Source: an optimization exercise on an open RTL-to-GDS flow (aim: small area, a short achievable clock period and few clock cycles per item). Production flows keep margins and buffers that such runs may drop.
The RTL was checked by simulation tests, not by an equivalence proof against the original design.

==> design/flow/design.v <==
module strumok_core (
    input  wire        clk,
    input  wire        rst,
    input  wire        in_valid,
    output wire        in_ready,
    input  wire [63:0] in_data,
    output reg         out_valid,
    input  wire        out_ready,
    output reg  [63:0] out_data
);
    function [63:0] dif_lo0(input [3:0] x);
        dif_lo0 = (x[3] ? (x[2] ? (x[1] ? (x[0] ? 64'h65667b19e3779f90 : 64'h4f10136845402597) : (x[0] ? 64'h38b9abb6a708ab9e : 64'h2263440508d131a5)) : (x[1] ? (x[0] ? 64'h0c0cdc536a99b7ac : 64'hf5b674a1cc623db3) : (x[0] ? 64'hdf600cf02e2ac3ba : 64'hc909a53e8ff349c1))) : (x[2] ? (x[1] ? (x[0] ? 64'hb2b33d8cf1bbcfc8 : 64'h9c5cd5db538455cf) : (x[0] ? 64'h86066e29b54cdbd6 : 64'h6fb00678171561dd)) : (x[1] ? (x[0] ? 64'h59599ec678dde7e4 : 64'h43033714daa66deb) : (x[0] ? 64'h2caccf633c6ef3f2 : 64'h165667b19e3779f9))));
    endfunction
    function [63:0] dif_lo1(input [3:0] x);
        dif_lo1 = (x[3] ? (x[2] ? (x[1] ? (x[0] ? 64'hbbce2cb81af19890 : 64'ha577c5067cba1e97) : (x[0] ? 64'h8f215d54de82a49e : 64'h78caf5a3404b2aa5)) : (x[1] ? (x[0] ? 64'h62748df1a213b0ac : 64'h4c1e264003dc36b3) : (x[0] ? 64'h35c7be8e65a4bcba : 64'h1f7156dcc76d42c1))) : (x[2] ? (x[1] ? (x[0] ? 64'h091aef2b2935c8c8 : 64'hf2c487798afe4ecf) : (x[0] ? 64'hdc6e1fc7ecc6d4d6 : 64'hc617b8164e8f5add)) : (x[1] ? (x[0] ? 64'hafc15064b057e0e4 : 64'h996ae8b3122066eb) : (x[0] ? 64'h8314810173e8ecf2 : 64'h6cbe194fd5b172f9))));
    endfunction
    function [63:0] dif_lo2(input [3:0] x);
        dif_lo2 = (x[3] ? (x[2] ? (x[1] ? (x[0] ? 64'h1235de56526b9190 : 64'hfbdf76a4b4341797) : (x[0] ? 64'he5890ef315fc9d9e : 64'hcf32a74177c523a5)) : (x[1] ? (x[0] ? 64'hb8dc3f8fd98da9ac : 64'ha285d7de3b562fb3) : (x[0] ? 64'h8c2f702c9d1eb5ba : 64'h75d9087afee73bc1))) : (x[2] ? (x[1] ? (x[0] ? 64'h5f82a0c960afc1c8 : 64'h492c3917c27847cf) : (x[0] ? 64'h32d5d1662440cdd6 : 64'h1c7f69b4860953dd)) : (x[1] ? (x[0] ? 64'h06290202e7d1d9e4 : 64'hefd29a51499a5feb) : (x[0] ? 64'hd97c329fab62e5f2 : 64'hc325caee0d2b6bf9))));
    endfunction
    function [63:0] dif_lo3(input [3:0] x);
        dif_lo3 = (x[3] ? (x[2] ? (x[1] ? (x[0] ? 64'h689d8ff489e58a90 : 64'h52472842ebae1097) : (x[0] ? 64'h3bf0c0914d76969e : 64'h259a58dfaf3f1ca5)) : (x[1] ? (x[0] ? 64'h0f43f12e1107a2ac : 64'hf8ed897c72d028b3) : (x[0] ? 64'he29721cad498aeba : 64'hcc40ba19366134c1))) : (x[2] ? (x[1] ? (x[0] ? 64'hb5ea52679829bac8 : 64'h9f93eab5f9f240cf) : (x[0] ? 64'h893d83045bbac6d6 : 64'h72e71b52bd834cdd)) : (x[1] ? (x[0] ? 64'h5c90b3a11f4bd2e4 : 64'h463a4bef811458eb) : (x[0] ? 64'h2fe3e43de2dcdef2 : 64'h198d7c8c44a564f9))));
    endfunction
    function [63:0] dif_lo4(input [3:0] x);
        dif_lo4 = (x[3] ? (x[2] ? (x[1] ? (x[0] ? 64'hbf054192c15f8390 : 64'ha8aed9e123280997) : (x[0] ? 64'h9258722f84f08f9e : 64'h7c020a7de6b915a5)) : (x[1] ? (x[0] ? 64'h65aba2cc48819bac : 64'h4f553b1aaa4a21b3) : (x[0] ? 64'h38fed3690c12a7ba : 64'h22a86bb76ddb2dc1))) : (x[2] ? (x[1] ? (x[0] ? 64'h0c520405cfa3b3c8 : 64'hf5fb9c54316c39cf) : (x[0] ? 64'hdfa534a29334bfd6 : 64'hc94eccf0f4fd45dd)) : (x[1] ? (x[0] ? 64'hb2f8653f56c5cbe4 : 64'h9ca1fd8db88e51eb) : (x[0] ? 64'h864b95dc1a56d7f2 : 64'h6ff52e2a7c1f5df9))));
    endfunction
    function [63:0] dif_lo5(input [3:0] x);
        dif_lo5 = (x[3] ? (x[2] ? (x[1] ? (x[0] ? 64'h156cf330f8d97c90 : 64'hff168b7f5aa20297) : (x[0] ? 64'he8c023cdbc6a889e : 64'hd269bc1c1e330ea5)) : (x[1] ? (x[0] ? 64'hbc13546a7ffb94ac : 64'ha5bcecb8e1c41ab3) : (x[0] ? 64'h8f668507438ca0ba : 64'h79101d55a55526c1))) : (x[2] ? (x[1] ? (x[0] ? 64'h62b9b5a4071dacc8 : 64'h4c634df268e632cf) : (x[0] ? 64'h360ce640caaeb8d6 : 64'h1fb67e8f2c773edd)) : (x[1] ? (x[0] ? 64'h096016dd8e3fc4e4 : 64'hf309af2bf0084aeb) : (x[0] ? 64'hdcb3477a51d0d0f2 : 64'hc65cdfc8b39956f9))));
    endfunction
    function [63:0] dif_lo6(input [3:0] x);
        dif_lo6 = (x[3] ? (x[2] ? (x[1] ? (x[0] ? 64'h6bd4a4cf30537590 : 64'h557e3d1d921bfb97) : (x[0] ? 64'h3f27d56bf3e4819e : 64'h28d16dba55ad07a5)) : (x[1] ? (x[0] ? 64'h127b0608b7758dac : 64'hfc249e57193e13b3) : (x[0] ? 64'he5ce36a57b0699ba : 64'hcf77cef3dccf1fc1))) : (x[2] ? (x[1] ? (x[0] ? 64'hb92167423e97a5c8 : 64'ha2caff90a0602bcf) : (x[0] ? 64'h8c7497df0228b1d6 : 64'h761e302d63f137dd)) : (x[1] ? (x[0] ? 64'h5fc7c87bc5b9bde4 : 64'h497160ca278243eb) : (x[0] ? 64'h331af918894ac9f2 : 64'h1cc49166eb134ff9))));
    endfunction
    function [63:0] dif_lo7(input [3:0] x);
        dif_lo7 = (x[3] ? (x[2] ? (x[1] ? (x[0] ? 64'hc23c566d67cd6e90 : 64'habe5eebbc995f497) : (x[0] ? 64'h958f870a2b5e7a9e : 64'h7f391f588d2700a5)) : (x[1] ? (x[0] ? 64'h68e2b7a6eeef86ac : 64'h528c4ff550b80cb3) : (x[0] ? 64'h3c35e843b28092ba : 64'h25df8092144918c1))) : (x[2] ? (x[1] ? (x[0] ? 64'h0f8918e076119ec8 : 64'hf932b12ed7da24cf) : (x[0] ? 64'he2dc497d39a2aad6 : 64'hcc85e1cb9b6b30dd)) : (x[1] ? (x[0] ? 64'hb62f7a19fd33b6e4 : 64'h9fd912685efc3ceb) : (x[0] ? 64'h8982aab6c0c4c2f2 : 64'h732c4305228d48f9))));
    endfunction
    function [63:0] dif_hi(input [3:0] x);
        dif_hi = (x[3] ? (x[2] ? (x[1] ? (x[0] ? 64'h4f10136845402597 : 64'h38b9abb6a708ab9e) : (x[0] ? 64'h2263440508d131a5 : 64'h0c0cdc536a99b7ac)) : (x[1] ? (x[0] ? 64'hf5b674a1cc623db3 : 64'hdf600cf02e2ac3ba) : (x[0] ? 64'hc909a53e8ff349c1 : 64'hb2b33d8cf1bbcfc8))) : (x[2] ? (x[1] ? (x[0] ? 64'h9c5cd5db538455cf : 64'h86066e29b54cdbd6) : (x[0] ? 64'h6fb00678171561dd : 64'h59599ec678dde7e4)) : (x[1] ? (x[0] ? 64'h43033714daa66deb : 64'h2caccf633c6ef3f2) : (x[0] ? 64'h165667b19e3779f9 : 64'h0000000000000000))));
    endfunction
    function [63:0] am_t(input [3:0] x);
        am_t = (x[3] ? (x[2] ? (x[1] ? (x[0] ? 64'h454021de755d453b : 64'ha708a824f612c926) : (x[0] ? 64'h08d12e6b76c84d11 : 64'h6a99b4b1f77dd0fc)) : (x[1] ? (x[0] ? 64'hcc623af8783354e7 : 64'h2e2ac13ef8e8d8d2) : (x[0] ? 64'h8ff34785799e5cbd : 64'hf1bbcdcbfa53e0a8))) : (x[2] ? (x[1] ? (x[0] ? 64'h538454127b096493 : 64'hb54cda58fbbee87e) : (x[0] ? 64'h1715609f7c746c69 : 64'h78dde6e5fd29f054)) : (x[1] ? (x[0] ? 64'hdaa66d2c7ddf743f : 64'h3c6ef372fe94f82a) : (x[0] ? 64'h9e3779b97f4a7c15 : 64'h0000000000000000))));
    endfunction
    function [63:0] ami_t(input [3:0] x);
        ami_t = (x[3] ? (x[2] ? (x[1] ? (x[0] ? 64'h687835955579c9a1 : 64'ha5c587582da4de52) : (x[0] ? 64'he312d91b05cff303 : 64'h20602addddfb07b4)) : (x[1] ? (x[0] ? 64'h5dad7ca0b6261c65 : 64'h9aface638e513116) : (x[0] ? 64'hd8482026667c45c7 : 64'h159571e93ea75a78))) : (x[2] ? (x[1] ? (x[0] ? 64'h52e2c3ac16d26f29 : 64'h9030156eeefd83da) : (x[0] ? 64'hcd7d6731c728988b : 64'h0acab8f49f53ad3c)) : (x[1] ? (x[0] ? 64'h48180ab7777ec1ed : 64'h85655c7a4fa9d69e) : (x[0] ? 64'hc2b2ae3d27d4eb4f : 64'h0000000000000000))));
    endfunction
    function [63:0] add64(input [63:0] a, input [63:0] b);
        integer k, d;
        reg [63:0] g, p, h;
        begin
            g = a & b;
            p = a ^ b;
            h = p;
            for (d = 1; d < 64; d = d * 2)
                for (k = 0; k < 64; k = k + 1)
                    if ((k / d) % 2 == 1) begin
                        g[k] = g[k] | (p[k] & g[(k / d) * d - 1]);
                        p[k] = p[k] & p[(k / d) * d - 1];
                    end
            add64 = h ^ {g[62:0], 1'b0};
        end
    endfunction
    function [63:0] dq0(input [63:0] w);
        dq0 = add64(dif_lo0(w[3:0]), {dif_hi(w[7:4]), 4'd0})
            ^ add64(dif_lo1(w[11:8]), {dif_hi(w[15:12]), 4'd0});
    endfunction
    function [63:0] dq1(input [63:0] w);
        dq1 = add64(dif_lo2(w[19:16]), {dif_hi(w[23:20]), 4'd0})
            ^ add64(dif_lo3(w[27:24]), {dif_hi(w[31:28]), 4'd0});
    endfunction
    function [63:0] dq2(input [63:0] w);
        dq2 = add64(dif_lo4(w[35:32]), {dif_hi(w[39:36]), 4'd0})
            ^ add64(dif_lo5(w[43:40]), {dif_hi(w[47:44]), 4'd0});
    endfunction
    function [63:0] dq3(input [63:0] w);
        dq3 = add64(dif_lo6(w[51:48]), {dif_hi(w[55:52]), 4'd0})
            ^ add64(dif_lo7(w[59:56]), {dif_hi(w[63:60]), 4'd0});
    endfunction
    function [63:0] mul_alpha(input [63:0] w);
        mul_alpha = {w[55:0], 8'h00} ^ add64(am_t(w[59:56]), {am_t(w[63:60]), 4'd0});
    endfunction
    function [63:0] mul_alpha_inv(input [63:0] w);
        mul_alpha_inv = {8'h00, w[63:8]} ^ add64(ami_t(w[3:0]), {ami_t(w[7:4]), 4'd0});
    endfunction
    localparam [7:0] ST_OK      = 8'h00;
    localparam [7:0] ST_BADKEY  = 8'h01;
    localparam [7:0] ST_BADIV   = 8'h02;
    localparam [7:0] ST_ILLEGAL = 8'h03;
    localparam [7:0] ST_NOINST  = 8'h04;
    localparam [7:0] ST_BADBLK  = 8'h05;
    localparam [3:0] OP_INIT  = 4'h1;
    localparam [3:0] OP_REKEY = 4'h2;
    localparam [3:0] OP_GEN   = 4'h3;
    localparam [3:0] OP_CRYPT = 4'h4;
    localparam [2:0] P_IDLE  = 3'd0;
    localparam [2:0] P_KEY   = 3'd1;
    localparam [2:0] P_LOAD  = 3'd2;
    localparam [2:0] P_SCHED = 3'd3;
    localparam [2:0] P_RUN   = 3'd4;
    reg  [2:0]  ph;
    reg         keyed;
    reg         k512;
    reg         crypt;
    reg  [5:0]  cnt;
    reg  [2:0]  kph;          
    reg  [63:0] ring [0:7];
    reg  [63:0] s   [0:15];
    reg  [63:0] r1, r2a, r2b, r2c, r2d;
    wire [63:0] r2 = r2a ^ r2b ^ r2c ^ r2d;
    reg         hold_v;
    reg  [63:0] hold_d;
    wire [63:0] src   = hold_v ? hold_d : in_data;
    wire        src_v = hold_v | in_valid;
    reg         in_rdy;       
    assign in_ready = in_rdy;
    wire [3:0] op    = src[3:0];
    wire [3:0] rsv   = src[7:4];
    wire [7:0] klen  = src[15:8];
    wire [7:0] ivlen = src[23:16];
    wire [7:0] dlen  = src[31:24];
    reg  [7:0] dec_status;
    always @(*) begin
        dec_status = ST_OK;
        if (rsv != 4'd0)
            dec_status = ST_ILLEGAL;
        else case (op)
            OP_INIT:
                if (dlen != 8'd0)                         dec_status = ST_ILLEGAL;
                else if (klen != 8'd32 && klen != 8'd64)  dec_status = ST_BADKEY;
                else if (ivlen != 8'd32)                  dec_status = ST_BADIV;
            OP_REKEY:
                if (klen != 8'd0 || dlen != 8'd0)         dec_status = ST_ILLEGAL;
                else if (!keyed)                          dec_status = ST_NOINST;
                else if (ivlen != 8'd32)                  dec_status = ST_BADIV;
            OP_GEN:
                if (klen != 8'd0 || ivlen != 8'd0 || dlen != 8'd0) dec_status = ST_ILLEGAL;
                else if (!keyed)                          dec_status = ST_NOINST;
            OP_CRYPT:
                if (klen != 8'd0 || ivlen != 8'd0)        dec_status = ST_ILLEGAL;
                else if (!keyed)                          dec_status = ST_NOINST;
                else if (dlen != 8'd128)                  dec_status = ST_BADBLK;
            default:
                dec_status = ST_ILLEGAL;
        endcase
    end
    reg  [2:0] ksel;
    reg        kcomp;
    reg        kiv;
    always @(*) begin
        ksel = 3'd0; kcomp = 1'b0; kiv = 1'b0;
        if (!k512) case (cnt[3:0])
            4'd0:  begin ksel = 3'd3; kiv = 1'b1; end
            4'd1:  begin ksel = 3'd2; end
            4'd2:  begin ksel = 3'd1; kiv = 1'b1; end
            4'd3:  begin ksel = 3'd0; kiv = 1'b1; end
            4'd4:  begin ksel = 3'd3; end
            4'd5:  begin ksel = 3'd2; kiv = 1'b1; end
            4'd6:  begin ksel = 3'd1; kcomp = 1'b1; end
            4'd7:  begin ksel = 3'd0; kcomp = 1'b1; end
            4'd8:  begin ksel = 3'd3; end
            4'd9:  begin ksel = 3'd2; end
            4'd10: begin ksel = 3'd1; kcomp = 1'b1; end
            4'd11: begin ksel = 3'd0; end
            4'd12: begin ksel = 3'd3; end
            4'd13: begin ksel = 3'd2; kcomp = 1'b1; end
            4'd14: begin ksel = 3'd1; end
            default: begin ksel = 3'd0; kcomp = 1'b1; end
        endcase else case (cnt[3:0])
            4'd0:  begin ksel = 3'd7; kiv = 1'b1; end
            4'd1:  begin ksel = 3'd6; end
            4'd2:  begin ksel = 3'd5; end
            4'd3:  begin ksel = 3'd4; kiv = 1'b1; end
            4'd4:  begin ksel = 3'd3; end
            4'd5:  begin ksel = 3'd2; kiv = 1'b1; end
            4'd6:  begin ksel = 3'd1; end
            4'd7:  begin ksel = 3'd0; kcomp = 1'b1; end
            4'd8:  begin ksel = 3'd4; kiv = 1'b1; end
            4'd9:  begin ksel = 3'd6; kcomp = 1'b1; end
            4'd10: begin ksel = 3'd5; end
            4'd11: begin ksel = 3'd7; kcomp = 1'b1; end
            4'd12: begin ksel = 3'd3; end
            4'd13: begin ksel = 3'd2; end
            4'd14: begin ksel = 3'd1; kcomp = 1'b1; end
            default: begin ksel = 3'd0; end
        endcase
    end
    wire [2:0]  kidx = ksel - kph;
    wire [63:0] ldv = ring[kidx] ^ {64{kcomp}} ^ (kiv ? src : 64'd0);
    wire        fb_on = (ph == P_SCHED) && !cnt[5];
    wire [63:0] fb    = add64(r1, s[15]) ^ r2;
    reg  [63:0] lin;
    wire [63:0] nv    = lin ^ (fb_on ? fb : 64'd0);
    wire [63:0] r1n   = add64(r2, s[13]);
    wire [63:0] g     = fb ^ s[0];
    wire out_free = !out_valid || out_ready;
    wire [3:0] nkw = k512 ? 4'd7 : 4'd3;
    wire p_idle  = (ph == P_IDLE);
    wire p_key   = (ph == P_KEY);
    wire p_load  = (ph == P_LOAD);
    wire p_sched = (ph == P_SCHED);
    wire p_run   = (ph == P_RUN);
    wire kwr  = p_key && (kph == cnt[2:0]);
    wire take = src_v && ((p_idle && out_free) || kwr || (p_load && kiv) ||
                          (p_run && crypt && out_free));
    wire adv  = (p_load && (!kiv || src_v)) || p_sched ||
                (p_run && out_free && (!crypt || src_v));
    integer j;
    always @(posedge clk) begin
        if (!hold_v)
            hold_d <= in_data;
        for (j = 0; j < 7; j = j + 1)
            ring[j] <= ring[j+1];
        ring[7] <= (kwr && src_v) ? src : ring[0];
        if (adv) begin
            for (j = 0; j < 15; j = j + 1)
                s[j] <= s[j+1];
            s[15] <= p_load ? ldv : nv;
            lin   <= mul_alpha(s[1]) ^ s[14] ^ mul_alpha_inv(s[12]);
        end
        if (p_load) begin
            r1 <= 64'd0;
            r2a <= 64'd0;
            r2b <= 64'd0;
            r2c <= 64'd0;
            r2d <= 64'd0;
        end else if (adv) begin
            r1 <= r1n;
            r2a <= dq0(r1);
            r2b <= dq1(r1);
            r2c <= dq2(r1);
            r2d <= dq3(r1);
        end
        if (p_idle && take)
            out_data <= {56'd0, dec_status};
        else if (p_run && adv)
            out_data <= g ^ (crypt ? src : 64'd0);
    end
    always @(posedge clk) begin
        if (rst) begin
            ph        <= P_IDLE;
            keyed     <= 1'b0;
            k512      <= 1'b0;
            crypt     <= 1'b0;
            cnt       <= 6'd0;
            hold_v    <= 1'b0;
            in_rdy    <= 1'b1;
            out_valid <= 1'b0;
            kph       <= 3'd0;
        end else begin
            kph <= kph + 3'd1;
            if (hold_v) begin
                if (take) begin
                    hold_v <= 1'b0;
                    in_rdy <= 1'b1;
                end
            end else if (in_valid && !take) begin
                hold_v <= 1'b1;
                in_rdy <= 1'b0;
            end
            if (out_valid && out_ready)
                out_valid <= 1'b0;
            case (ph)
                P_IDLE: if (take) begin
                    out_valid <= 1'b1;
                    cnt       <= 6'd0;
                    if (dec_status == ST_OK) begin
                        if (op == OP_INIT) begin
                            keyed <= 1'b1;
                            k512  <= (klen == 8'd64);
                            kph   <= 3'd0;
                            ph    <= P_KEY;
                        end else if (op == OP_REKEY) begin
                            ph    <= P_LOAD;
                        end else begin
                            crypt <= (op == OP_CRYPT);
                            ph    <= P_RUN;
                        end
                    end
                end
                P_KEY: if (take) begin
                    cnt <= cnt + 6'd1;
                    if (cnt[3:0] == nkw) begin
                        cnt <= 6'd0;
                        ph  <= P_LOAD;
                    end
                end
                P_LOAD: if (adv) begin
                    cnt <= cnt + 6'd1;
                    if (cnt[3:0] == 4'd15) begin
                        cnt <= 6'd0;
                        ph  <= P_SCHED;
                    end
                end
                P_SCHED: begin
                    cnt <= cnt + 6'd1;
                    if (cnt[5])
                        ph <= P_IDLE;
                end
                P_RUN: if (adv) begin
                    out_valid <= 1'b1;
                    cnt       <= cnt + 6'd1;
                    if (cnt[3:0] == 4'd15)
                        ph <= P_IDLE;
                end
                default:
                    ph <= P_IDLE;
            endcase
        end
    end
endmodule
==> design/flow/flow/run.sh <==
#!/bin/bash
set -euo pipefail
bash standard.sh SETUP_SLACK_MARGIN=10 finish > standard_flow.log 2>&1
==> design/flow/standard.sh <==
#!/bin/bash
# synth_recipe.tcl (not shown) runs the flow's synth.tcl, then flattens the netlist and writes it again
# the make line also repeats each setting of config.mk as NAME=value (left out here)
make -C /OpenROAD-flow-scripts/flow DESIGN_CONFIG=/design/flow/config.mk WORK_HOME=/design/flow/orfs CLKGATE_MAP_FILE= SYNTH_SCRIPT=/design/flow/synth_recipe.tcl "${@:-finish}"
==> design/flow/config.mk <==
export PLATFORM = sky130hd
export DESIGN_NAME = strumok_core
export DESIGN_NICKNAME = strumok_core
export VERILOG_FILES = /design/flow/design.v
export SDC_FILE = /design/flow/constraint.sdc
export NUM_CORES = 4
export LEC_CHECK = 0
export CAP_MARGIN = 40
export CORE_MARGIN = 2
export CORE_UTILIZATION = 35
export SLEW_MARGIN = 30
==> design/flow/constraint.sdc <==
create_clock -name core_clock -period 15.0 [get_ports {clk}]
set_input_delay 3.0000 -clock core_clock [delete_from_list [all_inputs] [get_ports {clk}]]
set_output_delay 3.0000 -clock core_clock [all_outputs]
set_load 0.01 [all_outputs]
==> impl_metrics.csv <==
group,metric,value,unit
clock_tree,clockBufferDepth,4,
clock_tree,h-tree-depth,4,
synth,synth.distinct_cells,100,
detailed_routing,route.vias.total,93600,
synth,avgSynthCellArea,9.97,um^2
sta,fin_crit_sh,33.9,%
cells_and_area,ff_latch_area,52600,um^2
cells_and_area,multi_input_area,66000,um^2
sta,fin_skew,0.107,ns
synth,synth_area,120000,um^2
die,ios,134,
cells_and_area,finalNetCount,13300,
min_path,hp-start,"ring[3][33]$_DFF_P_",
global_route,grt_use_total,23.3,%
sta,fmax,0.197,GHz
global_route,grt_max_degree,99,
clock_tree,root_buffer,"clkbuf_16",
global_route,grt_pass1_vias,84200,
die,start_util,35.2,%
clock_tree,cts_sinks,2075,
sta,slew_headroom,32.3,%
setup_path,max_stage_delay,0.48,ns
sta,drv_slew,0,
setup_path,worst_ep_arrival_time,5.78,ns
sta,finalSetupViolations,0,
setup_path,crit_slowest_cell,"o211ai_1",
synth,syn_inst,12000,
global_route,overflow,0,
placed_design,place.gp.congestion,0.985,
synth,syn-num-nets,13000,
synth,async_flop_share,0,%
placed_design,numPortBuffers,133,
global_route,grt_pass1_wl,597000,um
sta,setup_tns,0,ns
sta,min_period,5.08,ns
sta,hold_viol,0,
detailed_routing,drc,0,
synth,yosysSeqAreaShare,43.9,%
cells_and_area,drive_above_1_share,12.4,%
setup_path,crit_chain,"buf_12 > clkinvlp_4 > ha_4 > o211ai_1 > o21ai_1 > ha_2 > fa_2 > a21oi_2 > nand2_2 > a41oi_2 > o21a_1 > o31a_1 > buf_4 > o41ai_4 > buf_4 > a21bo_2 > a221o_1 > a21oi_2 > o21bai_2 > xnor2_2 > a211oi_1",
cells_and_area,area_delta_synth_final,16.1,%
setup_path,critPathCaptureType,"flop",
sta,rsz0062_at_grt,"yes",
detailed_routing,drtAntennaViolNets,0,
outcome,status,"no timing/DRC/antenna violations",
setup_path,r2r_start,"r1[41]$_SDFFE_PP0P_",
detailed_routing,via_per_inst,5.52,
sta,tightestPinTransition,1.01,ns
synth,ys_ff_latch,2075,
min_path,hp-class,"flop to flop",
detailed_routing,drt_pre_antenna_iters,6,
detailed_routing,dr.first_iter.drc_count,12000,
detailed_routing,post_drt_wl_per_cell,25.0,um
synth,ys.flop_type,"edfxtp_1",
die,die_height,588,um
detailed_routing,routed_wl,424000,um
placed_design,dp.final_hpwl,321000,um
setup_path,cp-start-kind,"flop",
setup_path,cp-startpoint,"r1[41]$_SDFFE_PP0P_",
setup_path,critPathMaxFanout,7,
global_route,antenna_found_initial,22,
die,coreArea,340000,um^2
synth,synth-edff-count,1096,
run,drv_cap,0,
clock_tree,cts.clk_slew.worst_paths,0.07,ns
clock_tree,cts_inserted_buffers,211,
die,rows,214,
setup_path,critical_path_class,"flop to flop",
synth,synth-warning-count,3,
clock_tree,cts_tree,"done",
die,die_w,588,um
die,dieArea,346000,um^2
setup_path,cp.required,15.70,ns
sta,hold_slack,0.330,ns
cells_and_area,num-fill-cells,32700,
clock_tree,clock_latency,0.92,ns
==> sequential cells by signal (all words and copies together), names as in the netlist, named ones only <==
signal and count:
s 1024, keyed 1, hold_d 64, r2a 64
out_data 64, crypt 1, in_rdy 1, k512 1
r2c 64, r2d 64, ring 512, r1 64
cnt 6, lin 64, out_valid 1, kph 3
ph 3, hold_v 1, r2b 64
==> per-layer routing <==
metal,vias up,wire (um),GRT usage [%]
met4,10,19100,9.11
li1,43500,-,-
met5,-,58,0
met1,45000,184000,33.1
met3,685,38000,3.49
met2,4394,183000,35.3
==> cell usage in the layout (no fill, tap or decap), types with 38 or more instances in the layout <==
cell type           n
xor2_1            365
clkbuf_16         221
dfxtp_1           945
a21oi_1           880
clkdlybuf4s50_1   131
a21oi_2            52
nor3_1            109
nor2_1            794
xnor2_2            40
and3_1             89
o21bai_1           63
o21ai_0           792
nand2b_1          103
xnor2_1          1330
clkbuf_1           60
mux2_2            133
ha_2               38
buf_4             360
inv_1             225
a31oi_1           159
nand2_1          1070
o21a_1             54
nor2b_1            47
and2_1             43
nand4_1            42
o21ai_1            87
nand3_1           189
clkinvlp_4         58
edfxtp_1         1096
fa_1               48
or3_1              38
o31ai_1            68
o211ai_1           51
a21o_1            378
o22ai_1            76
or2_2              38
mux2i_1           131
a211oi_1          248
ha_1              833
==> synth_stat cells, types with 15 or more instances <==
master / number / share of area [%]
buf_2: 17 / 0.071
o211ai_1: 51 / 0.32
a41oi_1: 16 / 0.12
or2_2: 39 / 0.20
fa_1: 55 / 0.92
a211oi_1: 254 / 1.6
ha_1: 904 / 9.5
nor2b_1: 59 / 0.31
a31oi_1: 170 / 0.89
inv_1: 283 / 0.89
edfxtp_1: 1096 / 28
nand3_1: 190 / 0.80
or3_1: 39 / 0.20
o31ai_1: 76 / 0.48
mux2i_1: 138 / 1.2
o22ai_1: 80 / 0.42
a221o_1: 34 / 0.28
and4_1: 35 / 0.26
buf_1: 82 / 0.26
nor2_1: 820 / 2.6
nand2_1: 1083 / 3.4
a221oi_1: 29 / 0.21
o21bai_1: 67 / 0.42
o21ai_0: 850 / 3.6
clkbuf_1: 496 / 1.6
a21o_1: 380 / 2.4
a22oi_1: 36 / 0.23
mux2_2: 134 / 1.3
a31o_2: 27 / 0.20
o221ai_1: 15 / 0.11
and2_1: 43 / 0.23
o21ai_1: 55 / 0.23
a21boi_0: 23 / 0.14
mux4_2: 18 / 0.34
nor3_1: 114 / 0.48
dfxtp_1: 979 / 16
xnor2_1: 1371 / 10
and3_1: 90 / 0.47
a21oi_1: 933 / 3.9
xor2_1: 371 / 2.7
nand2b_1: 108 / 0.57
nand4_1: 42 / 0.22
o21a_1: 56 / 0.35
==> worst paths after layout <==
check,end,slack (ns),cells after the start
max,r2c[46]$_SDFFE_PP0P_,9.92,21
min,ring[2][33]$_DFF_P_,0.33,0
max reg2reg,r2c[46]$_SDFFE_PP0P_,9.92,21
min reg2reg,ring[2][33]$_DFF_P_,0.33,0
==> what timing repair did <==
action,4_1_cts,5_1_grt
endpoints found under the setup margin,1382,196
resized for setup,411,329
hold buffers,0,0
cloned,18,6
buffers inserted,125,147
pin swaps,41,100
==> kinds of logic after synthesis <==
group	share of synthesized area, %
flip-flops	43.9
adder cells (fa/ha/maj)	10.4
multiplexers	2.76
AND/OR/NAND/NOR	10.0
XOR/XNOR	12.9
AO/OA/AOI/OAI	17.2
buffers and inverters	2.85
==> metrics by stage <==
step                      instances  setup WS, ns  util [%]  instance area (um^2)
after floorplan               12000          8.29         -                120000
after global placement        16200          6.82      37.0                126000
after detailed placement      16300          7.05      37.1                126000
after CTS                     16800          9.99      40.1                136000
after global routing          16900          9.79      40.8                139000
final                         17000          9.92      40.8                139000
==> cell type report <==
cell class / count / share of cell area [%]
Tap cell: 4536 / 4.09
Clock inverter: 82 / 0.644
Multi-Input combinational cell: 9024 / 47.5
Clock buffer: 299 / 4.28
Timing Repair inverter: 5 / 0.0261
Antenna cell: 12 / 0.0216
Sequential cell: 2075 / 37.9
Timing Repair Buffer: 624 / 4.53
Inverter: 299 / 0.981
==> worst max-delay path: cells and delay by family (launching register included) <==
family	cells	cell delay (ns)
AO/OA/AOI/OAI	12	2.70
adder cells (fa/ha/maj)	3	0.88
buffers and inverters	4	0.58
flip-flops	1	0.36
XOR/XNOR	1	0.24
AND/OR/NAND/NOR	1	0.14
Testbench counts, summed over its fixed seeds: cycles 8,432, blocks 392.

==> re-timing with driven ports <==
No port has a modelled driver above. Below, the same layout with a new extraction and two added sets of constraints. Step 1, drivers: a clkbuf_16 drives clk and a buf_2 each remaining input, both assumed. Step 2 times the ports against the registers' clock, not the clock port: input delays grow and output delays shrink by t, the midpoint of the rising clock arrivals with the driver on. a / b / c = ideal ports / drivers / drivers and shift; a / b = the first two.
shift t [ns]: 0.966
slack for setup (ns): 9.921 / 9.921 / 9.197
hold WS [ns]: 0.330 / 0.330 / 0.330
worst register clock-pin slew, ns: 0.07 / 0.07
pins driven straight from the clock port: 1
After both steps setup and hold are still met in this run. The setup slack of this run moves by 0.000 ns with the drivers and by -0.724 ns with both steps.
